What follows belongs to an exercise in optimizing a design on an open flow for small area, a short achievable clock period and few clock cycles; a production flow would make more cautious choices.
The RTL was checked by simulation tests, not by an equivalence proof against the original design.
No activity file was given, so power comes from the tool's default toggle rates.

run a:
Design fcodec, start of the top module:
module fcodec (
    input  wire        clk,
    input  wire        rst,
    input  wire        bus_req,
    input  wire        bus_we,
    input  wire [1:0]  bus_size,    
    input  wire [11:0] bus_addr,
    input  wire [31:0] bus_wdata,
    output wire        bus_ready,
    output reg  [31:0] bus_rdata,
    output wire        bus_err
);
Size in the first run: roughly 6400 flip-flops, about 84 I/O pins.
make LEC_CHECK=0 CAP_MARGIN=20 CORE_MARGIN=2 CORE_UTILIZATION=30 PLACE_DENSITY=0.4 SLEW_MARGIN=20 finish   # period 12.0 ns
run.sh (not shown) runs the stock make flow with config.mk's settings and CLKGATE_MAP_FILE= SYNTH_SCRIPT=/design/flow/synth_recipe.tcl, a recipe that flattens the netlist after the stock synthesis.
Testbench counts of run a, summed over its fixed seeds: cycles 138,024.
Inputs modified between run a and run b:
- swapping 30 for 55 in CORE_UTILIZATION
- putting SETUP_SLACK_MARGIN at 5 where nothing was set
- swapping 0.4 for 0.6 in PLACE_DENSITY
### Flow results
- Complete run, failing final checks: run b, reason max-capacitance violations, max-slew violations.
- Global-route usage up 22 points in run b wrt run a
- Run comparison: run b cell with the biggest individual delay on the critical path sky130_fd_sc_hd__or4_4; run a cell with the biggest individual delay on the critical path sky130_fd_sc_hd__nor4_1
- In run b, ratio of cells with drive above 1 in the final layout is higher than in run a.
- Of the two values seen for start point of the critical path, bus_addr[7] was produced by run a and rx_buf[27] by run b.
- Utilization in run b vs run a: up 33 points


## v19
fcodec, a different RTL version from the one above (not shown whole).
For scale: ~17,000 cells after synthesis, about 84 I/O pins.
make LEC_CHECK=0 CAP_MARGIN=40 CORE_MARGIN=2 CORE_UTILIZATION=40 CTS_CLUSTER_DIAMETER=100 CTS_CLUSTER_SIZE=20 PLACE_DENSITY=0.5 SETUP_SLACK_MARGIN=5 SLEW_MARGIN=65 finish   # period 12.0 ns
Testbench counts of v19, summed over its fixed seeds: cycles 138,024.
For v24, these inputs were changed with respect to v19:
==> flow/config.mk <==
export PLATFORM = sky130hd
export DESIGN_NAME = fcodec
export DESIGN_NICKNAME = fcodec
export VERILOG_FILES = /design/flow/design.v
export SDC_FILE = /design/flow/constraint.sdc
export NUM_CORES = 8
export LEC_CHECK = 0
export CAP_MARGIN = 30
export CORE_MARGIN = 2
export CORE_UTILIZATION = 47
export CTS_CLUSTER_DIAMETER = 100
export CTS_CLUSTER_SIZE = 20
export PLACE_DENSITY = 0.58
export SETUP_SLACK_MARGIN = 5
export SLEW_MARGIN = 30
- v24 vs. v19: ratio of routed vias to standard cells went up by 8.2%.
- Per the comparison of v24 with v19, growth of design area from synthesis to finish went down, worst hold margin saw an increase.
- Sequential share of layout area for v24: 2.5 points up relative to v19
- The timing-limited maximum frequency in v24 sits 4.7% below the value recorded for v19.
- Re detailed router's first-iteration violation count: v24 and v19 aren't equal, and the higher value belongs to v24.
- For v24, the capturing element of the worst setup path was bus_rdata[6], unlike v19, where it was q_tx[12]$_DFF_P_.
- The via count reported for v24 is higher than the one for v19.
- Looking at final worst-path setup slack across both flows, v24 is the weaker of the two, with v19 ahead.
- Any difference in clock-pin transition on the worst setup and hold timing paths between v19 and v24 is small enough to ignore.
- v24 against v19: global-route wire length before repair went down by 89,000 um; die area went down by 15%.
Inputs modified between v24 and v11:
==> flow/flow/run.sh (new file) <==
#!/bin/bash
# Layout: the standard ORFS flow (standard.sh), with timing-driven global
# placement weighting the most critical nets more strongly. ORFS writes each
# tool's output to its own logs (orfs/logs/...); make's output goes to
# make.log here.
set -euo pipefail
bash standard.sh finish \
  "GLOBAL_PLACEMENT_ARGS=-timing_driven_net_weight_max 5 -timing_driven_nets_percentage 5" \
  > make.log 2>&1
==> flow/standard.sh (new file) <==
#!/bin/bash
# synth_recipe.tcl (not shown) runs the flow's synth.tcl, then flattens the netlist and writes it again
# the make line also repeats each setting of config.mk as NAME=value (left out here)
make -C /OpenROAD-flow-scripts/flow DESIGN_CONFIG=/design/flow/config.mk WORK_HOME=/design/flow/orfs CLKGATE_MAP_FILE= SYNTH_SCRIPT=/design/flow/synth_recipe.tcl "${@:-finish}"
-- flow/config.mk --
<<< v24, line 9
export CORE_MARGIN = 2
export CORE_UTILIZATION = 47
export CTS_CLUSTER_DIAMETER = 100
export CTS_CLUSTER_SIZE = 20
export PLACE_DENSITY = 0.58
export SETUP_SLACK_MARGIN = 5
>>> v11, line 9
export CORE_MARGIN = 2
export CORE_UTILIZATION = 40
export CTS_CLUSTER_DIAMETER = 100
export CTS_CLUSTER_SIZE = 20
export PLACE_DENSITY = 0.5
export SETUP_SLACK_MARGIN = 5
removed: flow/run.sh
Results
- Looking only at worst hold slack, and setting everything else aside, the higher value of v11 and v24 goes to v11.
- v24 was smaller in final cell area than v11.
- Portion of total power attributed to the clock network of v24 is on par with v11.
- Delta (v11 minus v24): maximum number of pins on one net before global-route repair down 2.9%; routed wire length up 15,000 um; routed via count lost 6,733; count of pins on the block boundary shows no meaningful change.


v32:
fcodec, a different RTL version from the one above (not shown whole).
For scale: roughly 17000 cells after synthesis, ~6500 flip-flops.
## fcodec
module fcodec (
    input  wire        clk,
    input  wire        rst,
    input  wire        bus_req,
    input  wire        bus_we,
    input  wire [1:0]  bus_size,    
    input  wire [11:0] bus_addr,
    input  wire [31:0] bus_wdata,
    output wire        bus_ready,
    output reg  [31:0] bus_rdata,
    output wire        bus_err
);
    localparam [2:0] OP_NOP = 3'd0, OP_ENCODE = 3'd1, OP_DECODE = 3'd2, OP_VERIFY = 3'd3;
    localparam [3:0] ERR_OK = 4'd0, ERR_NAR = 4'd1, ERR_TRUNC = 4'd2, ERR_ILL = 4'd3;
    localparam [2:0] TAG_NONE = 3'd0, TAG_V = 3'd1, TAG_I = 3'd2, TAG_P = 3'd3,
                     TAG_STR = 3'd4, TAG_UNK = 3'd5;
    function [7:0] sum4;
        input [31:0] w;
        sum4 = w[7:0] + w[15:8] + w[23:16] + w[31:24];
    endfunction
    function prn;
        input [7:0] b;
        prn = (b >= 8'h20) && (b <= 8'h7E);
    endfunction
    function [2:0] pc4;
        input [31:0] w;
        pc4 = {2'd0, prn(w[7:0])} + {2'd0, prn(w[15:8])} +
              {2'd0, prn(w[23:16])} + {2'd0, prn(w[31:24])};
    endfunction
    function [6:0] inc7;
        input [6:0] a;
        integer n;
        begin
            for (n = 0; n < 7; n = n + 1)
                inc7[n] = a[n] ^ (&(a | ~((7'd1 << n) - 7'd1)));
        end
    endfunction
    function lt7;
        input [6:0] a, b;
        integer n;
        reg     eq;
        begin
            lt7 = 1'b0;
            eq  = 1'b1;
            for (n = 6; n >= 0; n = n - 1) begin
                lt7 = lt7 | (eq & !a[n] & b[n]);
                eq  = eq & (a[n] == b[n]);
            end
        end
    endfunction
    function [31:0] below;
        input [31:0] w;
        input [1:0]  n;
        below = w & ((32'd1 << (8 * n)) - 32'd1);
    endfunction
    reg  [2:0]  ctrl_op;
    reg  [1:0]  ctrl_sel;
    reg  [3:0]  st_err;
    reg         st_ok;
    reg         st_present;
    reg  [2:0]  st_lastop;
    reg  [31:0] enc_hdr;
  ...
clock: 12.0 ns
lec_check: 0
cap_margin: 30
core_margin: 2
core_utilization: 40
cts_cluster_diameter: 90
cts_cluster_size: 24
place_density: 0.5
setup_slack_margin: 5
slew_margin: 30
standard.sh (not shown) runs the stock make flow with config.mk's settings and CLKGATE_MAP_FILE= SYNTH_SCRIPT=/design/flow/synth_recipe.tcl, a recipe that flattens the netlist after the stock synthesis.
==> flow/flow/run.sh <==
#!/bin/bash
# Layout: the standard ORFS flow (standard.sh), with timing-driven global
# placement weighting the most critical nets more strongly. ORFS writes each
# tool's output to its own logs (orfs/logs/...); make's output goes to
# make.log here.
set -euo pipefail
bash standard.sh finish \
  "GLOBAL_PLACEMENT_ARGS=-timing_driven_net_weight_max 5 -timing_driven_nets_percentage 5" \
  > make.log 2>&1
v32 finished every stage and its layout cleared the timing, DRC and antenna checks.
Testbench counts of v32, summed over its fixed seeds: cycles 138,024.
Input changes introduced in v7 (baseline for comparison: v32):
==> flow/run.sh (new file) <==
#!/bin/bash
# synth_recipe.tcl (not shown) runs the flow's synth.tcl, then flattens the netlist and writes it again
# the make line also repeats each setting of config.mk as NAME=value (left out here)
make -C /OpenROAD-flow-scripts/flow DESIGN_CONFIG=/design/flow/config.mk WORK_HOME=/design/flow/orfs CLKGATE_MAP_FILE= SYNTH_SCRIPT=/design/flow/synth_recipe.tcl finish
-- flow/config.mk --
<<< v32, line 9
export CORE_MARGIN = 2
export CORE_UTILIZATION = 40
export CTS_CLUSTER_DIAMETER = 90
export CTS_CLUSTER_SIZE = 24
export PLACE_DENSITY = 0.5
export SETUP_SLACK_MARGIN = 5
>>> v7, line 9
export CORE_MARGIN = 2
export CORE_UTILIZATION = 47
export CTS_CLUSTER_DIAMETER = 100
export CTS_CLUSTER_SIZE = 20
export PLACE_DENSITY = 0.58
export SETUP_SLACK_MARGIN = 5
removed: flow/flow/run.sh
removed: flow/standard.sh
### Flow results
- Every stage of the flow completed for v32, and the final layout passed the timing, DRC and antenna checks.
- No stage failed in v7, and the final checks on the layout all came back clean.
- v7 vs. v32: core utilization went up by 7.7 points.
- v32 reports its destination of the critical timing path as bus_rdata[3] while v7 reports q_tx[23].
- Comparing v7 and v32, final period utilization is higher on v32.
- Going from v32 to v7, row count went down by 23, design area saw a decrease, number of non-clock buffers in the layout went down, met1 capacity usage during global routing now larger.
- Compared to v32, v7 shows a wider setup margin.
- Compared v7 vs v32, and number of post-CTS setup repair buffers is down in v7.
- Looking only at tightest hold margin, and setting everything else aside, the lower value of v7 and v32 goes to v32.
- v7 ended with less number of antenna violations at the first check in global routing than v32.
- For v32, the category of the most critical setup path was primary input to primary output, unlike v7, where it was primary input to flip-flop.
Changes in v31 relative to v7:
-- flow/config.mk --
<<< v7, line 9
export CORE_MARGIN = 2
export CORE_UTILIZATION = 47
export CTS_CLUSTER_DIAMETER = 100
export CTS_CLUSTER_SIZE = 20
export PLACE_DENSITY = 0.58
export SETUP_SLACK_MARGIN = 5
>>> v31, line 9
export CORE_MARGIN = 2
export CORE_UTILIZATION = 40
export CTS_CLUSTER_DIAMETER = 100
export CTS_CLUSTER_SIZE = 20
export PLACE_DENSITY = 0.5
export SETUP_SLACK_MARGIN = 5
Notes after the runs:
Both conditions hold for v31: the flow ran to the end and the final layout passed the timing, DRC and antenna checks. Looking at layer with the highest usage after global routing, the met2 result is from v7; the met1 one comes from v31. From v7 to v31 the numbers moved as follows: post-layout minimum cycle time saw a decrease; total net switching power decreased by about 2% relative to the old numbers; setup slack moved up; standard cell core area higher.

## separate check: timing with driven ports
No port has a modelled driver above. Below, the same layouts with a new extraction and two added sets of constraints.
Step 1: set_driving_cell puts a clkbuf_16 on clk and a buf_2 on each other input, an assumption about the parent block.
Step 2 times the ports against the registers' clock, not the clock port: input delays grow and output delays shrink by t, the midpoint of the rising clock arrivals with the driver on.
Three values: no drivers, after step 1, after step 2; two values: the first two.
run	t, ns	slack for setup (ns)	hold WS [ns]	clock arrival spread, ns	cell pins on the clock port's net
run a	1.299	0.567 / 0.497 / -0.802	0.454 / 0.454 / 0.454	0.131 / 0.132	1
run b	1.277	3.696 / 3.696 / 3.042	0.456 / 0.456 / 0.456	0.095 / 0.095	1
v19	1.230	4.823 / 4.640 / 3.676	0.440 / 0.440 / 0.440	0.129 / 0.129	1
v24	1.226	4.466 / 4.145 / 3.521	0.447 / 0.447 / 0.447	0.100 / 0.100	1
v11	1.256	4.623 / 4.325 / 3.563	0.460 / 0.460 / 0.460	0.123 / 0.123	1
v32	1.244	4.658 / 4.256 / 3.278	0.466 / 0.466 / 0.466	0.133 / 0.133	1
v7	1.187	4.717 / 4.336 / 3.532	0.475 / 0.475 / 0.475	0.119 / 0.119	1
v31	1.220	4.737 / 4.269 / 3.506	0.466 / 0.466 / 0.466	0.104 / 0.105	1
Met with ideal ports but missed after step 2: setup timing in run a. The setup slack of v32, which loses most, moves by -0.402 ns with the drivers and by -1.380 ns with both steps.
